This design comes from an exercise in tuning for small area, a short achievable clock period and few clock cycles per item on the open sky130 flow, not from production work.
Function was checked by simulation only, so behaviour that the tests miss may differ from the original.
Power figures rest on the tool's default switching activity, not on a simulated workload.

## rev 12
## hacodec
module hacodec (
    input  wire       clk,
    input  wire       rst,
    input  wire       in_valid,
    output wire       in_ready,
    input  wire [7:0] in_data,
    input  wire       in_last,
    output wire       out_valid,
    input  wire       out_ready,
    output wire [7:0] out_data,
    output wire       out_last
);
Size: roughly 14000 um^2 of cells after synthesis.
clock: 10.0 ns
lec_check: 0
abc_clock_period_in_ps: 4000
cap_margin: 20
core_margin: 2
core_utilization: 40
cts_cluster_diameter: 100
cts_cluster_size: 20
setup_slack_margin: 5
slew_margin: 20
standard.sh (not shown) runs the stock make flow with config.mk's settings and CLKGATE_MAP_FILE= SYNTH_SCRIPT=/design/flow/synth_recipe.tcl, a recipe that flattens the netlist after the stock synthesis.
==> flow/flow/run.sh <==
#!/bin/bash
set -euo pipefail
bash standard.sh SYNTH_SCRIPT="$PWD/flow/synth_abc.tcl" SETUP_SLACK_MARGIN=6 MATCH_CELL_FOOTPRINT=0 \
  "BUFFER_PORTS_ARGS=-buffer_cell sky130_fd_sc_hd__buf_4" finish > flow_standard.log 2>&1
==> flow/flow/synth_abc.tcl <==
# synth_recipe.tcl (the standard synthesis) with one change: the technology mapping of the
# combinational logic uses ABC's default script for a liberty mapping (abc -liberty ... -D)
# instead of ORFS's abc_speed.script. Flip-flops are mapped before ABC and are not touched.
proc synth {args} { yosys synth -nofsm -noshare {*}$args }
proc abc {args} {
  set i [lsearch -exact $args -script]
  if {$i >= 0 && [string match *abc_speed.script [lindex $args [expr {$i + 1}]]]} {
    set args [lreplace $args $i [expr {$i + 1}]]
  }
  yosys abc {*}$args
}
source $::env(SCRIPTS_DIR)/synth.tcl
# left out here: clear keep_hierarchy, flatten, clean up, hide names made inside functions, write 1_2_yosys.v
Testbench counts of rev 12, summed over its fixed seeds: cycles 248,529, requests 32,000.
What rev 13 does differently from rev 12 at the input level:
-- flow/design.v --
<<< rev 12, line 257
    wire       n_bad = badr | chk_bad | (hdr & (in_data != 8'd0));
    wire       n_oe  = oe | chk_oe;
    wire [2:0] st_n  = k7 ? 3'd7 : n_bad ? 3'd6 : n_oe ? code : 3'd0;
    reg [2:0] st_1;
    always @(*) begin
>>> rev 13, line 257
    wire       n_bad = badr | chk_bad | (hdr & (in_data != 8'd0));
    wire       n_oe  = oe | chk_oe;
    reg [2:0] st_1;
    always @(*) begin
<<< rev 12, line 267
        else                                st_1 = 3'd0;
    end
    wire [2:0] status = first ? st_1 : st_n;
    wire       res_ok = ~status[2] & (status[1] == status[0]);    
    reg [3:0] rl_n, rl_1;
    always @(*) begin
>>> rev 13, line 266
        else                                st_1 = 3'd0;
    end
    reg [3:0] rl_n, rl_1;
    always @(*) begin
<<< rev 12, line 284
    end
    wire [3:0] rl = first ? rl_1 : rl_n;
    wire [3:0] bp0 = first ? ((ih == 3'd3) ? 4'd0 : i_get ? 4'd2 : 4'd1)
                           : (o_enc ? 4'd2 : 4'd1);
>>> rev 13, line 281
    end
    wire [3:0] rl = first ? rl_1 : rl_n;
    wire [6:0] oesel = {s_nok, s_99, s_39, s_15, s_63, s_9, s_fl};
    wire [6:0] oecmp = {~bok(in_data), in_data > 8'd99, in_data > 8'd39, in_data > 8'd15,
                        in_data > 8'd63, in_data > 8'd9, (in_data == 8'd0) | (in_data > 8'd10)};
    wire       chkb  = (s_1 & (in_data > 8'd1)) | (hdr & (in_data != 8'd0));
    wire       cn3   = (code != 3'd3);
    wire       zl_n  = (rl_n == 4'd0);
    wire [2:0] od_n;
    assign od_n[2] = k7 | badr | (oe & code[2]) | chkb | (|(oesel & oecmp & {7{code[2]}}));
    assign od_n[1] = k7 | badr | (oe & code[1]) | chkb | (|(oesel & oecmp & {7{code[1]}}));
    assign od_n[0] = k7 | (~badr & ~chkb & code[0] & (oe | (|(oesel & oecmp))));
    wire       ol_n  = zl_n | k7 | badr | (oe & cn3) | chkb | (|(oesel & oecmp & {7{cn3}}));
    wire       ol_1  = ~(~st_1[2] & (st_1[1] == st_1[0])) | (rl_1 == 4'd0);
    wire [3:0] bp0 = first ? ((ih == 3'd3) ? 4'd0 : i_get ? 4'd2 : 4'd1)
                           : (o_enc ? 4'd2 : 4'd1);
<<< rev 12, line 292
    wire [7:0]  hb   = hf ? F[2] : S[1];
    wire [15:0] hx   = {S[8], S[9]};
    wire [15:0] hn   = {hx[12:0], 3'd0} + {hx[14:0], 1'b0} +
                       {12'd0, (hc == 2'd2) ? hb[7:4] : hb[3:0]};
    wire [15:0] rv   = (o_get & fbin) ? {F[1], F[2]} : hx;
    wire        rhi  = opl[2] ? (wp == 4'd2) : (wp == 4'd1);
>>> rev 13, line 301
    wire [7:0]  hb   = hf ? F[2] : S[1];
    wire [15:0] hx   = {S[8], S[9]};
    wire [14:0] ha1  = {hx[11:0], 3'd0};
    wire [14:0] ha2  = {hx[13:0], 1'b0};
    wire [14:0] ha3  = {11'd0, (hc == 2'd2) ? hb[7:4] : hb[3:0]};
    wire [14:0] hs   = ha1 ^ ha2 ^ ha3;
    wire [14:0] hcy  = {(ha1[13:0] & ha2[13:0]) | (ha1[13:0] & ha3[13:0]) | (ha2[13:0] & ha3[13:0]), 1'b0};
    wire [8:0]  hlo  = {1'b0, hs[7:0]} + {1'b0, hcy[7:0]};
    wire [6:0]  hhi0 = hs[14:8] + hcy[14:8];
    wire [6:0]  hhi1 = hs[14:8] + hcy[14:8] + 7'd1;
    wire [15:0] hn   = {1'b0, hlo[8] ? hhi1 : hhi0, hlo[7:0]};
    wire [15:0] rv   = (o_get & fbin) ? {F[1], F[2]} : hx;
    wire        rhi  = opl[2] ? (wp == 4'd2) : (wp == 4'd1);
<<< rev 12, line 393
            end
            if (~tx) begin
                od <= {5'd0, status};
                ol <= ~res_ok | (rl == 4'd0);
            end
            if (acc) begin
>>> rev 13, line 409
            end
            if (~tx) begin
                od <= {5'd0, first ? st_1 : od_n};
                ol <= first ? ol_1 : ol_n;
            end
            if (acc) begin
Results
- Rev 13 was carried through to the last stage, and its layout satisfied the timing, design-rule and antenna checks.
- The lower arrival time of the worst setup path of rev 13 and rev 12 is in rev 13.
- Rev 13 -> rev 12: power density relative to cell area flat
- On proportion of power drawn by combinational gates: rev 13 sits above rev 12.
- Of rev 13 and rev 12, the run reporting the higher mux contribution to synthesized area was rev 13.
- Diff rev 12 -> rev 13: final wirelength went down 2.0%, fmax went up 9.8 MHz, instance count of the mapped netlist went up 1.3%.
Testbench counts of rev 13, summed over its fixed seeds: cycles 248,529, requests 32,000.

-- static timing again, ports no longer ideal --
Ports are ideal in the flow. The routed layouts listed here were re-timed in OpenROAD. Step 1: set_driving_cell puts a clkbuf_16 on clk and a buf_2 on each other input, an assumption about the parent block. Step 2 also shifts input and output timing later by t, the mid clock arrival at the registers, as if the neighbouring blocks saw the same clock. a / b / c = ideal ports / drivers / drivers and shift; a / b = the first two.
run | t, ns | slack for setup (ns) | worst setup path at the end | latest minus earliest clock arrival (ns) | worst data-port slew with drivers (ns)
rev 12 | 0.574 | 5.982 / 5.982 / 5.467 | input to register | 0.031 / 0.031 | 0.16
rev 13 | 0.551 | 6.134 / 6.134 / 5.629 | input to register | 0.033 / 0.033 | 0.04
After both steps every run listed still meets setup and hold. For rev 12, which loses most, drivers alone change the setup slack by 0.000 ns; drivers and shift together by -0.515 ns.
